Source: an optimization exercise on an open RTL-to-GDS flow (aim: small area, a short achievable clock period and few clock cycles). Production flows keep margins and buffers that such runs may drop.
Function was checked by simulation only, so behaviour that the tests miss may differ from the original.
Power figures rest on the tool's default switching activity, not on a simulated workload.

[design.v]
module mpt_core (
    input  wire        clk,
    input  wire        rst,         
    input  wire        bus_req,     
    input  wire        bus_we,      
    input  wire [20:0] bus_slot,    
    input  wire [63:0] bus_wdata,
    output reg  [63:0] bus_rdata,   
    output wire        irq
);
    localparam W        = 16;
    localparam DEPTH    = 32;
    localparam AW       = 5;
    localparam S_ID     = 21'h00;
    localparam S_CTRL   = 21'h01;
    localparam S_STATUS = 21'h02;
    localparam S_CMD    = 21'h03;
    localparam S_P      = 21'h04;
    localparam S_MPN    = 21'h05;
    localparam S_LMASK  = 21'h06;
    localparam S_ABASE  = 21'h07;
    localparam S_ALEN   = 21'h08;
    localparam S_CBASE  = 21'h09;
    localparam S_CLEN   = 21'h0A;
    localparam S_BVAL   = 21'h0B;
    localparam S_OPA    = 21'h0C;
    localparam S_OPB    = 21'h0D;
    localparam S_RLO    = 21'h0E;
    localparam S_RHI    = 21'h0F;
    localparam S_PASSES = 21'h10;
    localparam S_EINFO  = 21'h11;
    localparam S_LM0    = 21'h20000;
    localparam OP_NOP   = 8'h00;
    localparam OP_KADD  = 8'h01;
    localparam OP_KSUB  = 8'h02;
    localparam OP_KMUL  = 8'h03;
    localparam OP_KODD  = 8'h04;
    localparam OP_ADDL  = 8'h10;
    localparam OP_SUBL  = 8'h11;
    localparam OP_SQR   = 8'h20;
    localparam OP_RED   = 8'h30;
    localparam OP_RPASS = 8'h31;
    localparam OP_MKMP  = 8'h32;
    localparam OP_CLR   = 8'h40;
    localparam E_ILLEGAL  = 8'd1;
    localparam E_BADOFF   = 8'd2;
    localparam E_BADP     = 8'd3;
    localparam E_LENGTH   = 8'd4;
    localparam E_RANGE    = 8'd5;
    localparam E_OVERLAP  = 8'd6;
    localparam E_CAPACITY = 8'd7;
    localparam ST_IDLE     = 4'd0;
    localparam ST_DECODE   = 4'd1;
    localparam ST_LIN_SCAN = 4'd2;
    localparam ST_LIN_WR   = 4'd3;
    localparam ST_SQR_CLR  = 4'd4;
    localparam ST_SQR_MAC  = 4'd5;
    localparam ST_SQR_TOP  = 4'd6;
    localparam ST_RED_COPY = 4'd7;
    localparam ST_RED_PASS = 4'd8;
    localparam ST_RED_WR   = 4'd9;
    localparam ST_FILL     = 4'd10;
    reg        capchk, ie;
    reg        busy, done, err, ovr, flag_c, flag_z;
    reg [7:0]  ecode;
    reg [15:0] cmd_word;
    reg        cmd_rsvx;      
    reg [31:0] p_reg;
    reg [31:0] abase, alen, cbase, clen;
    reg [W-1:0] bval, opa, opb, rlo, rhi;
    reg [31:0] passes;
    reg [15:0] einfo;
    reg [W-1:0] lm [0:DEPTH-1];    
    reg [W-1:0] sb [0:DEPTH-1];    
    wire [32:0] mpn_full = ({1'b0, p_reg} + 33'd15) >> 4;
    wire [31:0] mpn      = mpn_full[31:0];
    wire [3:0]  p_mod    = p_reg[3:0];
    wire [W-1:0] lmask   = (p_mod == 4'd0) ? {W{1'b1}} : (({{(W-1){1'b0}}, 1'b1} << p_mod) - 1'b1);
    wire [31:0] q_limbs  = {4'd0, p_reg[31:4]};
    wire [63:0] id_value = {32'd32, 16'h4D50, 8'h01, 8'd16};
    wire [7:0] opc  = cmd_word[7:0];
    wire [5:0] imm6 = cmd_word[13:8];
    wire [32:0] a_end  = {1'b0, abase} + {1'b0, alen};
    wire [32:0] c_end  = {1'b0, cbase} + {1'b0, clen};
    wire        a_out  = a_end > DEPTH;
    wire        c_out  = c_end > DEPTH;
    wire        ovl    = ({1'b0, abase} < c_end) && ({1'b0, cbase} < a_end);
    wire        n_zero = (alen == 32'd0);
    wire        m_zero = (clen == 32'd0);
    wire        badp   = (p_reg < 32'd2);
    reg        known;
    reg [7:0]  chk_err;
    always @(*) begin
        case (opc)
            OP_NOP, OP_KADD, OP_KSUB, OP_KMUL, OP_KODD, OP_ADDL, OP_SUBL,
            OP_SQR, OP_RED, OP_RPASS, OP_MKMP, OP_CLR: known = 1'b1;
            default: known = 1'b0;
        endcase
        chk_err = 8'd0;
        if (cmd_rsvx || cmd_word[15:14] != 2'b00 || !known ||
            (opc != OP_KODD && imm6 != 6'd0))
            chk_err = E_ILLEGAL;
        else begin
            case (opc)
                OP_KODD: if (imm6 >= W) chk_err = E_BADOFF;
                OP_ADDL, OP_SUBL: begin
                    if (n_zero)     chk_err = E_LENGTH;
                    else if (a_out) chk_err = E_RANGE;
                end
                OP_SQR: begin
                    if (n_zero)                                        chk_err = E_LENGTH;
                    else if (m_zero || {1'b0, clen} < {alen, 1'b0})    chk_err = E_LENGTH;
                    else if (a_out || c_out)                           chk_err = E_RANGE;
                    else if (ovl)                                      chk_err = E_OVERLAP;
                end
                OP_RED: begin
                    if (badp)                          chk_err = E_BADP;
                    else if (n_zero)                   chk_err = E_LENGTH;
                    else if (m_zero || clen < mpn)     chk_err = E_LENGTH;
                    else if (a_out || c_out)           chk_err = E_RANGE;
                    else if (ovl)                      chk_err = E_OVERLAP;
                end
                OP_RPASS: begin
                    if (badp)                          chk_err = E_BADP;
                    else if (n_zero)                   chk_err = E_LENGTH;
                    else if (m_zero || clen < alen)    chk_err = E_LENGTH;
                    else if (a_out || c_out)           chk_err = E_RANGE;
                    else if (ovl)                      chk_err = E_OVERLAP;
                end
                OP_MKMP: begin
                    if (badp)                          chk_err = E_BADP;
                    else if (m_zero || clen < mpn)     chk_err = E_LENGTH;
                    else if (c_out)                    chk_err = E_RANGE;
                end
                OP_CLR: begin
                    if (m_zero)                        chk_err = E_LENGTH;
                    else if (c_out)                    chk_err = E_RANGE;
                end
                default: chk_err = 8'd0;
            endcase
        end
    end
    reg [3:0]   state;
    reg [AW:0]  ci;           
    reg [AW:0]  cj;           
    reg [W-1:0] carry;        
    reg         acc_nz;       
    reg         acc_hi;       
    reg         acc_lo;       
    reg         red_zero;     
    reg         red_once;     
    wire [AW-1:0] n5  = alen[AW-1:0];
    wire [AW:0]   n6  = alen[AW:0];
    wire [AW:0]   m6  = clen[AW:0];
    wire [AW-1:0] a0  = abase[AW-1:0];
    wire [AW-1:0] c0  = cbase[AW-1:0];
    wire [W-1:0] lin_limb = lm[a0 + ci[AW-1:0]];
    wire [W-1:0] lin_op   = (ci == 0) ? bval : {{(W-1){1'b0}}, carry[0]};
    wire [W:0]   lin_add  = {1'b0, lin_limb} + {1'b0, lin_op};
    wire [W:0]   lin_sub  = {1'b0, lin_limb} - {1'b0, lin_op};
    wire [W:0]   lin_res  = (opc == OP_ADDL) ? lin_add : lin_sub;
    wire [AW-1:0]  sq_cidx = c0 + ci[AW-1:0] + cj[AW-1:0];
    wire [W-1:0]   sq_ai   = lm[a0 + ci[AW-1:0]];
    wire [W-1:0]   sq_aj   = lm[a0 + cj[AW-1:0]];
    wire [2*W-1:0] sq_prod = sq_ai * sq_aj;
    wire [2*W-1:0] sq_sum  = sq_prod + {{W{1'b0}}, lm[sq_cidx]} + {{W{1'b0}}, carry};
    wire [31:0]  ci32     = {{(32-AW-1){1'b0}}, ci};
    wire         idx_lo   = (ci32 + 32'd1) < mpn;       
    wire         idx_top  = (ci32 + 32'd1) == mpn;      
    wire         mpn_fits = (mpn <= {26'd0, n6});
    wire [W-1:0] rc_v     = lm[a0 + ci[AW-1:0]];
    wire [W-1:0] rp_ai    = idx_lo ? sb[ci[AW-1:0]] : (idx_top ? (sb[ci[AW-1:0]] & lmask) : {W{1'b0}});
    wire [32:0]  rp_i0    = {1'b0, ci32} + {1'b0, q_limbs};
    wire [32:0]  rp_i1    = rp_i0 + 33'd1;
    wire [W-1:0] rp_w0    = (rp_i0 < {27'd0, n6}) ? sb[rp_i0[AW-1:0]] : {W{1'b0}};
    wire [W-1:0] rp_w1    = (rp_i1 < {27'd0, n6}) ? sb[rp_i1[AW-1:0]] : {W{1'b0}};
    wire [2*W-1:0] rp_win = {rp_w1, rp_w0} >> p_mod;
    wire [W:0]   rp_sum   = {1'b0, rp_ai} + {1'b0, rp_win[W-1:0]} + {{W{1'b0}}, carry[0]};
    wire [W-1:0] rp_v     = rp_sum[W-1:0];
    wire [W-1:0] cl_v     = (state == ST_RED_COPY) ? rc_v : rp_v;
    wire         cl_hi    = idx_lo ? 1'b0 : (idx_top ? ((cl_v & ~lmask) != {W{1'b0}}) : (cl_v != {W{1'b0}}));
    wire         cl_lo    = idx_lo ? (cl_v == {W{1'b1}}) : (idx_top ? ((cl_v & lmask) == lmask) : 1'b1);
    wire         cl_mp    = idx_lo ? (cl_v == {W{1'b1}}) : (idx_top ? (cl_v == lmask) : (cl_v == {W{1'b0}}));
    wire [W-1:0] mk_v     = idx_lo ? {W{1'b1}} : (idx_top ? lmask : {W{1'b0}});
    wire [W-1:0] rw_v     = (red_zero || ci >= n6) ? {W{1'b0}} : sb[ci[AW-1:0]];
    wire [W-1:0] fill_v   = (opc == OP_MKMP) ? mk_v : {W{1'b0}};
    wire [W:0]     k_add  = {1'b0, opa} + {1'b0, opb};
    wire [W-1:0]   k_sub  = opa - opb;
    wire [2*W-1:0] k_mul  = opa * opb;
    wire [2*W-1:0] k_odd  = {opb, opa} >> imm6[3:0];
    wire host_wr  = bus_req && bus_we;
    wire host_rd  = bus_req && !bus_we;
    wire slot_lm  = (bus_slot >= S_LM0) && (bus_slot < S_LM0 + DEPTH);
    wire slot_reg = (bus_slot <= S_EINFO);
    wire [AW-1:0] slot_idx = bus_slot[AW-1:0];
    reg [63:0] rd_val;
    always @(*) begin
        rd_val = 64'd0;
        if (slot_lm)
            rd_val = {{(64-W){1'b0}}, lm[slot_idx]};
        else begin
            case (bus_slot)
                S_ID:     rd_val = id_value;
                S_CTRL:   rd_val = {62'd0, ie, capchk};
                S_STATUS: rd_val = {48'd0, ecode, 2'b00, flag_z, flag_c, ovr, err, done, busy};
                S_CMD:    rd_val = {48'd0, cmd_word};
                S_P:      rd_val = {32'd0, p_reg};
                S_MPN:    rd_val = {32'd0, mpn};
                S_LMASK:  rd_val = {{(64-W){1'b0}}, lmask};
                S_ABASE:  rd_val = {32'd0, abase};
                S_ALEN:   rd_val = {32'd0, alen};
                S_CBASE:  rd_val = {32'd0, cbase};
                S_CLEN:   rd_val = {32'd0, clen};
                S_BVAL:   rd_val = {{(64-W){1'b0}}, bval};
                S_OPA:    rd_val = {{(64-W){1'b0}}, opa};
                S_OPB:    rd_val = {{(64-W){1'b0}}, opb};
                S_RLO:    rd_val = {{(64-W){1'b0}}, rlo};
                S_RHI:    rd_val = {{(64-W){1'b0}}, rhi};
                S_PASSES: rd_val = {32'd0, passes};
                S_EINFO:  rd_val = {48'd0, einfo};
                default:  rd_val = 64'd0;
            endcase
        end
    end
    assign irq = ie && (done || err);
    reg          lm_we;
    reg [AW-1:0] lm_wa;
    reg [W-1:0]  lm_wd;
    reg          sb_we;
    reg [AW-1:0] sb_wa;
    reg [W-1:0]  sb_wd;
    always @(*) begin
        lm_we = 1'b0; lm_wa = {AW{1'b0}}; lm_wd = {W{1'b0}};
        sb_we = 1'b0; sb_wa = ci[AW-1:0]; sb_wd = {W{1'b0}};
        if (!busy) begin
            if (host_wr && slot_lm) begin
                lm_we = 1'b1; lm_wa = slot_idx; lm_wd = bus_wdata[W-1:0];
            end
        end else begin
            case (state)
                ST_LIN_WR: begin
                    lm_we = 1'b1; lm_wa = a0 + ci[AW-1:0]; lm_wd = lin_res[W-1:0];
                end
                ST_SQR_CLR: begin
                    lm_we = 1'b1; lm_wa = c0 + ci[AW-1:0]; lm_wd = {W{1'b0}};
                end
                ST_SQR_MAC: begin
                    lm_we = 1'b1; lm_wa = sq_cidx; lm_wd = sq_sum[W-1:0];
                end
                ST_SQR_TOP: begin
                    lm_we = 1'b1; lm_wa = c0 + ci[AW-1:0] + n5; lm_wd = carry;
                end
                ST_RED_WR: begin
                    lm_we = 1'b1; lm_wa = c0 + ci[AW-1:0]; lm_wd = rw_v;
                end
                ST_FILL: begin
                    lm_we = 1'b1; lm_wa = c0 + ci[AW-1:0]; lm_wd = fill_v;
                end
                ST_RED_COPY: begin
                    sb_we = 1'b1; sb_wd = rc_v;
                end
                ST_RED_PASS: begin
                    sb_we = 1'b1; sb_wd = rp_v;
                end
                default: ;
            endcase
        end
    end
    always @(posedge clk) begin
        if (lm_we) lm[lm_wa] <= lm_wd;
        if (sb_we) sb[sb_wa] <= sb_wd;
    end
    always @(posedge clk) begin
        if (host_rd)
            bus_rdata <= rd_val;
        if (rst) begin
            capchk   <= 1'b1;  ie     <= 1'b0;
            busy     <= 1'b0;  done   <= 1'b0;  err <= 1'b0;  ovr <= 1'b0;
            flag_c   <= 1'b0;  flag_z <= 1'b0;  ecode <= 8'd0;
            cmd_word <= 16'd0; cmd_rsvx <= 1'b0;
            p_reg    <= 32'd0;
            abase    <= 32'd0; alen <= 32'd0; cbase <= 32'd0; clen <= 32'd0;
            bval     <= {W{1'b0}}; opa <= {W{1'b0}}; opb <= {W{1'b0}};
            rlo      <= {W{1'b0}}; rhi <= {W{1'b0}};
            passes   <= 32'd0; einfo <= 16'd0;
            state    <= ST_IDLE;
            ci <= 0; cj <= 0; carry <= {W{1'b0}};
            acc_nz <= 1'b0; acc_hi <= 1'b0; acc_lo <= 1'b0; red_zero <= 1'b0; red_once <= 1'b0;
        end else begin
            if (host_wr) begin
                if (bus_slot == S_STATUS) begin
                    if (bus_wdata[1]) done <= 1'b0;
                    if (bus_wdata[2]) begin err <= 1'b0; ecode <= 8'd0; end
                    if (bus_wdata[3]) ovr <= 1'b0;
                end else if (busy) begin
                    if (slot_reg || slot_lm) ovr <= 1'b1;
                end else begin
                    case (bus_slot)
                        S_CTRL:  begin capchk <= bus_wdata[0]; ie <= bus_wdata[1]; end
                        S_CMD: begin
                            if (err) ovr <= 1'b1;
                            else begin
                                cmd_word <= bus_wdata[15:0];
                                cmd_rsvx <= (bus_wdata[63:16] != 48'd0);
                                busy  <= 1'b1;
                                done  <= 1'b0;
                                state <= ST_DECODE;
                            end
                        end
                        S_P:     p_reg <= bus_wdata[31:0];
                        S_ABASE: abase <= bus_wdata[31:0];
                        S_ALEN:  alen  <= bus_wdata[31:0];
                        S_CBASE: cbase <= bus_wdata[31:0];
                        S_CLEN:  clen  <= bus_wdata[31:0];
                        S_BVAL:  bval  <= bus_wdata[W-1:0];
                        S_OPA:   opa   <= bus_wdata[W-1:0];
                        S_OPB:   opb   <= bus_wdata[W-1:0];
                        default: ;
                    endcase
                end
            end
            case (state)
                ST_DECODE: begin
                    ci <= 0; cj <= 0; carry <= {W{1'b0}};
                    acc_nz <= 1'b0; acc_hi <= 1'b0; acc_lo <= 1'b1;
                    red_zero <= 1'b0; red_once <= (opc == OP_RPASS);
                    if (chk_err != 8'd0) begin
                        busy <= 1'b0; err <= 1'b1; ecode <= chk_err; einfo <= cmd_word;
                        state <= ST_IDLE;
                    end else begin
                        case (opc)
                            OP_NOP: begin
                                busy <= 1'b0; done <= 1'b1; state <= ST_IDLE;
                            end
                            OP_KADD: begin
                                rlo <= k_add[W-1:0]; rhi <= {{(W-1){1'b0}}, k_add[W]};
                                busy <= 1'b0; done <= 1'b1; state <= ST_IDLE;
                            end
                            OP_KSUB: begin
                                rlo <= k_sub; rhi <= {{(W-1){1'b0}}, (opa < opb)};
                                busy <= 1'b0; done <= 1'b1; state <= ST_IDLE;
                            end
                            OP_KMUL: begin
                                rlo <= k_mul[W-1:0]; rhi <= k_mul[2*W-1:W];
                                busy <= 1'b0; done <= 1'b1; state <= ST_IDLE;
                            end
                            OP_KODD: begin
                                rlo <= k_odd[W-1:0]; rhi <= {W{1'b0}};
                                busy <= 1'b0; done <= 1'b1; state <= ST_IDLE;
                            end
                            OP_ADDL, OP_SUBL: state <= ST_LIN_SCAN;
                            OP_SQR:           state <= ST_SQR_CLR;
                            OP_RED, OP_RPASS: state <= ST_RED_COPY;
                            default:          state <= ST_FILL;    
                        endcase
                    end
                end
                ST_LIN_SCAN: begin
                    carry <= {{(W-1){1'b0}}, lin_res[W]};
                    if (ci == n6 - 1) begin
                        if (lin_res[W] && capchk) begin
                            busy <= 1'b0; err <= 1'b1; ecode <= E_CAPACITY; einfo <= cmd_word;
                            state <= ST_IDLE;
                        end else begin
                            ci <= 0; state <= ST_LIN_WR;
                        end
                    end else
                        ci <= ci + 1'b1;
                end
                ST_LIN_WR: begin
                    carry <= {{(W-1){1'b0}}, lin_res[W]};
                    if (lin_res[W-1:0] != {W{1'b0}}) acc_nz <= 1'b1;
                    if (ci == n6 - 1) begin
                        flag_c <= lin_res[W];
                        flag_z <= !(acc_nz || (lin_res[W-1:0] != {W{1'b0}}));
                        busy <= 1'b0; done <= 1'b1; state <= ST_IDLE;
                    end else
                        ci <= ci + 1'b1;
                end
                ST_SQR_CLR: begin
                    if (ci == m6 - 1) begin
                        ci <= 0; cj <= 0; carry <= {W{1'b0}}; state <= ST_SQR_MAC;
                    end else
                        ci <= ci + 1'b1;
                end
                ST_SQR_MAC: begin
                    carry <= sq_sum[2*W-1:W];
                    if (sq_aj != {W{1'b0}}) acc_nz <= 1'b1;
                    if (cj == n6 - 1) state <= ST_SQR_TOP;
                    else cj <= cj + 1'b1;
                end
                ST_SQR_TOP: begin
                    carry <= {W{1'b0}};
                    cj <= 0;
                    if (ci == n6 - 1) begin
                        flag_c <= 1'b0; flag_z <= !acc_nz;
                        busy <= 1'b0; done <= 1'b1; state <= ST_IDLE;
                    end else begin
                        ci <= ci + 1'b1; state <= ST_SQR_MAC;
                    end
                end
                ST_RED_COPY: begin
                    if (cl_hi) acc_hi <= 1'b1;
                    if (!cl_lo) acc_lo <= 1'b0;
                    if (ci == n6 - 1) begin
                        ci <= 0; carry <= {W{1'b0}};
                        acc_hi <= 1'b0; acc_lo <= 1'b1; acc_nz <= 1'b1;
                        if (red_once || acc_hi || cl_hi || (mpn_fits && acc_lo && cl_lo)) begin
                            passes <= 32'd0; state <= ST_RED_PASS;
                        end
                        else begin
                            passes <= 32'd0; state <= ST_RED_WR;
                        end
                    end else
                        ci <= ci + 1'b1;
                end
                ST_RED_PASS: begin
                    carry <= {{(W-1){1'b0}}, rp_sum[W]};
                    if (cl_hi) acc_hi <= 1'b1;
                    if (!cl_lo) acc_lo <= 1'b0;
                    if (!cl_mp) acc_nz <= 1'b0;
                    if (ci == n6 - 1) begin
                        ci <= 0; carry <= {W{1'b0}};
                        acc_hi <= 1'b0; acc_lo <= 1'b1; acc_nz <= 1'b1;
                        passes <= passes + 32'd1;
                        if (mpn_fits && acc_nz && cl_mp) begin
                            red_zero <= 1'b1; state <= ST_RED_WR;
                        end else if (!red_once && (acc_hi || cl_hi || (mpn_fits && acc_lo && cl_lo)))
                            state <= ST_RED_PASS;
                        else
                            state <= ST_RED_WR;
                    end else
                        ci <= ci + 1'b1;
                end
                ST_RED_WR: begin
                    if (rw_v != {W{1'b0}}) acc_hi <= 1'b1;
                    if (ci == m6 - 1) begin
                        flag_c <= 1'b0; flag_z <= !(acc_hi || (rw_v != {W{1'b0}}));
                        busy <= 1'b0; done <= 1'b1; state <= ST_IDLE;
                    end else
                        ci <= ci + 1'b1;
                end
                ST_FILL: begin
                    if (ci == m6 - 1) begin
                        flag_c <= 1'b0; flag_z <= (opc == OP_CLR);
                        busy <= 1'b0; done <= 1'b1; state <= ST_IDLE;
                    end else
                        ci <= ci + 1'b1;
                end
                default: ;
            endcase
        end
    end
endmodule
[run.sh]
#!/bin/bash
# synth_recipe.tcl (not shown) runs the flow's synth.tcl, then flattens the netlist and writes it again
# the make line also repeats each setting of config.mk as NAME=value (left out here)
make -C /OpenROAD-flow-scripts/flow DESIGN_CONFIG=/design/flow/config.mk WORK_HOME=/design/flow/orfs CLKGATE_MAP_FILE= SYNTH_SCRIPT=/design/flow/synth_recipe.tcl finish
[config.mk]
export PLATFORM = sky130hd
export DESIGN_NAME = mpt_core
export DESIGN_NICKNAME = mpt_core
export VERILOG_FILES = /design/flow/design.v
export SDC_FILE = /design/flow/constraint.sdc
export NUM_CORES = 4
export LEC_CHECK = 0
export CAP_MARGIN = 20
export CORE_MARGIN = 2
export CORE_UTILIZATION = 40
export SLEW_MARGIN = 20
[constraint.sdc]
create_clock -name core_clock -period 12.0 [get_ports {clk}]
set_input_delay 2.4000 -clock core_clock [delete_from_list [all_inputs] [get_ports {clk}]]
set_output_delay 2.4000 -clock core_clock [all_outputs]
set_load 0.01 [all_outputs]
==> flow_metrics.py <==
metrics = {
    "run_status": {
        "status": "complete, no violations",
    },
    "global_routing": {
        "globalRouteOverflowTotal": 0,
        "first_global_vias": 90516,
        "antenna_found_initial": 28,
        "grt_pass1_wl_microns": 653000,
        "grt_max_degree": 130,
        "grt_util_all_layers": 0.307,
    },
    "logic_synthesis": {
        "synthTopCellsByArea": "edfxtp_1 28%, mux4_2 21%, fa_1 7.6%, ha_1 6.4%, dfxtp_1 6.3%",
        "ys_warn_count": 1,
        "synth-simple-area-share": 0.116,
        "synth_seq_area_share": 0.341,
        "async_reset_ff_frac": 0,
        "ys_ff_latch": 1420,
        "synth_largest_area_cell": "edfxtp_1",
        "synthXorXnorAreaFrac": 0.0178,
        "synth_most_common_cell": "nand2_1",
        "synth_compound_area_frac": 0.102,
        "synth_edf_count": 1057,
        "synthAdderAreaFrac": 0.140,
        "synth_cell_type_count": 107,
        "synth_top_area_frac": 0.277,
        "synth_ff_type": "edfxtp_1",
        "synth_common_cells": "1,376 x nand2_1, 1,068 x mux4_2, 1,057 x edfxtp_1",
        "postSynthCellCount": 10127,
        "synthMuxAreaShare": 0.234,
        "synth.avg_cell_area_sq_um": 11.3,
        "netlist_area_sq_mm": 0.114,
        "synth_top_family_by_area": "multiplexers",
    },
    "floorplanning": {
        "die_w_microns": 539,
        "io_pins": 154,
        "start_util": 0.402,
        "die_h_microns": 539,
        "core_sq_mm": 0.285,
        "dieArea_sq_mm": 0.290,
        "core.rowCount": 196,
    },
    "clocking": {
        "cts_made_buffers": 168,
        "numClockSinks": 1420,
        "cts_hold_buf": 0,
        "htree_num_levels": 4,
        "post_cts_buffers": 0,
        "ctsRootBufferMaster": "clkbuf_16",
        "clk_latency_ns": 0.89,
        "cts_resized": 0,
        "clk_pin_slew_worst_paths_ns": 0.06,
        "cts_buffer_depth": 4,
        "cts_tree": "built",
    },
    "finish": {
        "final_util": 0.444,
        "fin_area_sq_mm": 0.126,
        "drive_gt1_frac": 0.186,
        "fill_cells": 25926,
        "stdcell_count": 13914,
        "seqCellArea_sq_mm": 0.0390,
        "top_regs": "lm: 512 flops, sb: 512 flops, bus_rdata: 33 flops",
        "area_delta_synth_final_pct": 10.5,
        "nets": 11120,
        "multi_input_area_sq_mm": 0.0708,
    },
    "timing": {
        "finalMaxSlewViolations": 0,
        "hold_violations": 0,
        "slew_headroom": 0.117,
        "tns_ns": 0,
        "fin_ws_ns": 1.28,
        "fin_skew_ns": 0.0937,
        "post-route-period-util": 0.893,
        "min_period_ns": 10.72,
        "tightestPinTransition_ns": 1.32,
        "setup_viol": 0,
        "rsz0062_at_grt": "no",
        "whs_ns": 0.440,
        "timing.fmax_mhz": 93.3,
    },
    "critical_path": {
        "critPathKind": "register to register",
        "crit_slowest_cell": "fa_4",
        "cp_slowest_stage_delay_ns": 1.16,
        "crit_arrival_ns": 11.49,
        "rr_endpoint": "carry[14]",
        "path_max_fanout": 31,
        "timing.critical_path.mode_cell": "fa_1",
        "ff2ff_setup_slack_ns": 1.28,
        "critPathLaunchType": "register",
        "cp.required_ns": 12.77,
        "rr_worst_depth": 28,
        "r2r_start": "ci[0]",
        "worstSetupEndpointType": "register",
    },
    "drt": {
        "route.detailed.drc": 0,
        "first_pass_iters": 10,
        "drtIter0Drc": 13167,
        "dr_total_vias": 92444,
        "wl_per_cell_microns": 32.7,
        "ant_nets": 0,
        "totalWireLength_microns": 455000,
        "drt-vias-per-instance": 6.64,
    },
    "placement": {
        "post-place-ws_ns": 1.20,
        "io_buffer_count": 122,
        "post_dp_cell_area_sq_mm": 0.121,
        "place_inst": 13600,
        "gp_congestion": 1.03,
        "dp_hpwl_microns": 321000,
    },
    "pwr": {
        "ir_drop_v": 0.000112,
        "switching_share": 0.217,
        "power_frac_clock": 0.501,
        "seqPwrFrac": 0.481,
        "p_int_mw": 8.48,
        "cellPowerDensity_mw_per_mm2": 85.7,
        "p_leak_nw": 42.3,
        "finalPower_mw": 10.8,
        "p_sw_mw": 2.36,
        "pwr-share-comb": 0.019,
    },
    "worst_hold_path": {
        "min_to": "ecode[7]",
        "hp-start": "ecode[7]",
        "hold_path.class": "register to register",
        "whs_path_depth": 2,
    },
    "job": {
        "maxCapViolations": 0,
    },
}
## cell type report
class                      instances  area share
antenna                           13    0.000257
inverter                         712      0.0211
clock buffer                     201      0.0358
tap                             3762      0.0372
timing repair buffer             410      0.0282
multi-input combinational       7299       0.559
sequential                      1420       0.309
clock inverter                    97     0.00943
## per-layer routing
layer	wire length [microns]	vias to the layer above	GRT usage
li1	-	38020	-
met1	166000	46605	0.385
met2	204000	6401	0.474
met3	50200	1410	0.0742
met4	34600	8	0.197
met5	55	-	0
## worst max path at each step
stage / slack (ns) / startpoint / endpoint / cells past startpoint
after floorplan: 2.41 / cj[0] / carry[14] / 34
after global placement: 1.27 / ci[0] / carry[14] / 28
after detailed placement: 1.20 / ci[0] / lm[18][15] / 25
after CTS: 1.24 / ci[0] / lm[19][15] / 25
after global routing: 0.82 / ci[0] / carry[7] / 28
final: 1.28 / ci[0] / carry[14] / 28
## kinds of logic (layout without fill, tap and decap cells)
kind of cell | Yosys count | after routing
other cells | 2 | 46
compound gates | 1768 | 1768
simple gates | 2908 | 2908
buf+inv | 1439 | 1420
xor+xnor | 230 | 230
flops | 1420 | 1420
mux | 1339 | 1339
fa+ha+maj | 1021 | 1021
## cells in the final DEF (no fill, tap or decap), drive strengths merged, types with 27 or more instances in the layout
cell and instances:
mux2 47, xor2 87, a21oi 598, edfxtp 1057
o21ai 287, nand4 83, clkdlybuf4s50 116, o22ai 29
nor2 527, a221oi 34, inv 714, conb 33
and2 127, nand2b 49, and3 69, dfxtp 363
a222oi 72, ha 587, a211oi 50, a22o 34
or3 39, clkinv 58, a21o 114, o221ai 34
o211ai 55, nand2 1376, o21a 41, nand3 190
fa 433, o311ai 27, nor2b 74, mux4 1068
clkbuf 202, mux2i 224, nor3 155, buf 293
nor4 87, a31oi 66, xnor2 142, a22oi 69
## power groups by stage
| stage | clock network, mW | registers, mW | logic [mW] |
|---|---|---|---|
| after detailed placement | 0 | 5.31 | 0.197 |
| after global placement | 0 | 5.31 | 0.196 |
| after CTS | 5.47 | 5.21 | 0.198 |
| final | 5.43 | 5.21 | 0.204 |
| after floorplan | 0 | 5.32 | 0.0943 |
| after global routing | 5.65 | 5.21 | 0.205 |
## critical path: cells and delay by family (launching register included)
kind / cells / cell delay [ns]
XOR/XNOR: 1 / 0.14
AND/OR/NAND/NOR: 2 / 0.44
adder cells (fa/ha/maj): 9 / 4.63
flip-flops: 1 / 0.56
buffers and inverters: 5 / 1.42
multiplexers: 3 / 1.69
AO/OA/AOI/OAI: 8 / 1.73
Testbench counts, summed over its fixed seeds: cycles 345,864.

==> afterwards: timing with drivers on the ports <==
How much do the figures lean on ideal ports? The routed layout below was timed once more, with nothing changed but the port constraints.
Step 1, drivers: a clkbuf_16 drives clk and a buf_2 each remaining input, both assumed.
Step 2 times the ports against the registers' clock, not the clock port: input delays grow and output delays shrink by t, the midpoint of the rising clock arrivals with the driver on.
Three values: no drivers, after step 1, after step 2; two values: the first two.
t (ns): 0.938
setup WS [ns]: 1.282 / 1.282 / 1.282
clock arrival spread, ns: 0.097 / 0.096
pins driven straight from the clock port: 1
After both steps setup and hold are still met in this run. For this run, drivers alone change the setup slack by 0.000 ns; drivers and shift together by 0.000 ns.
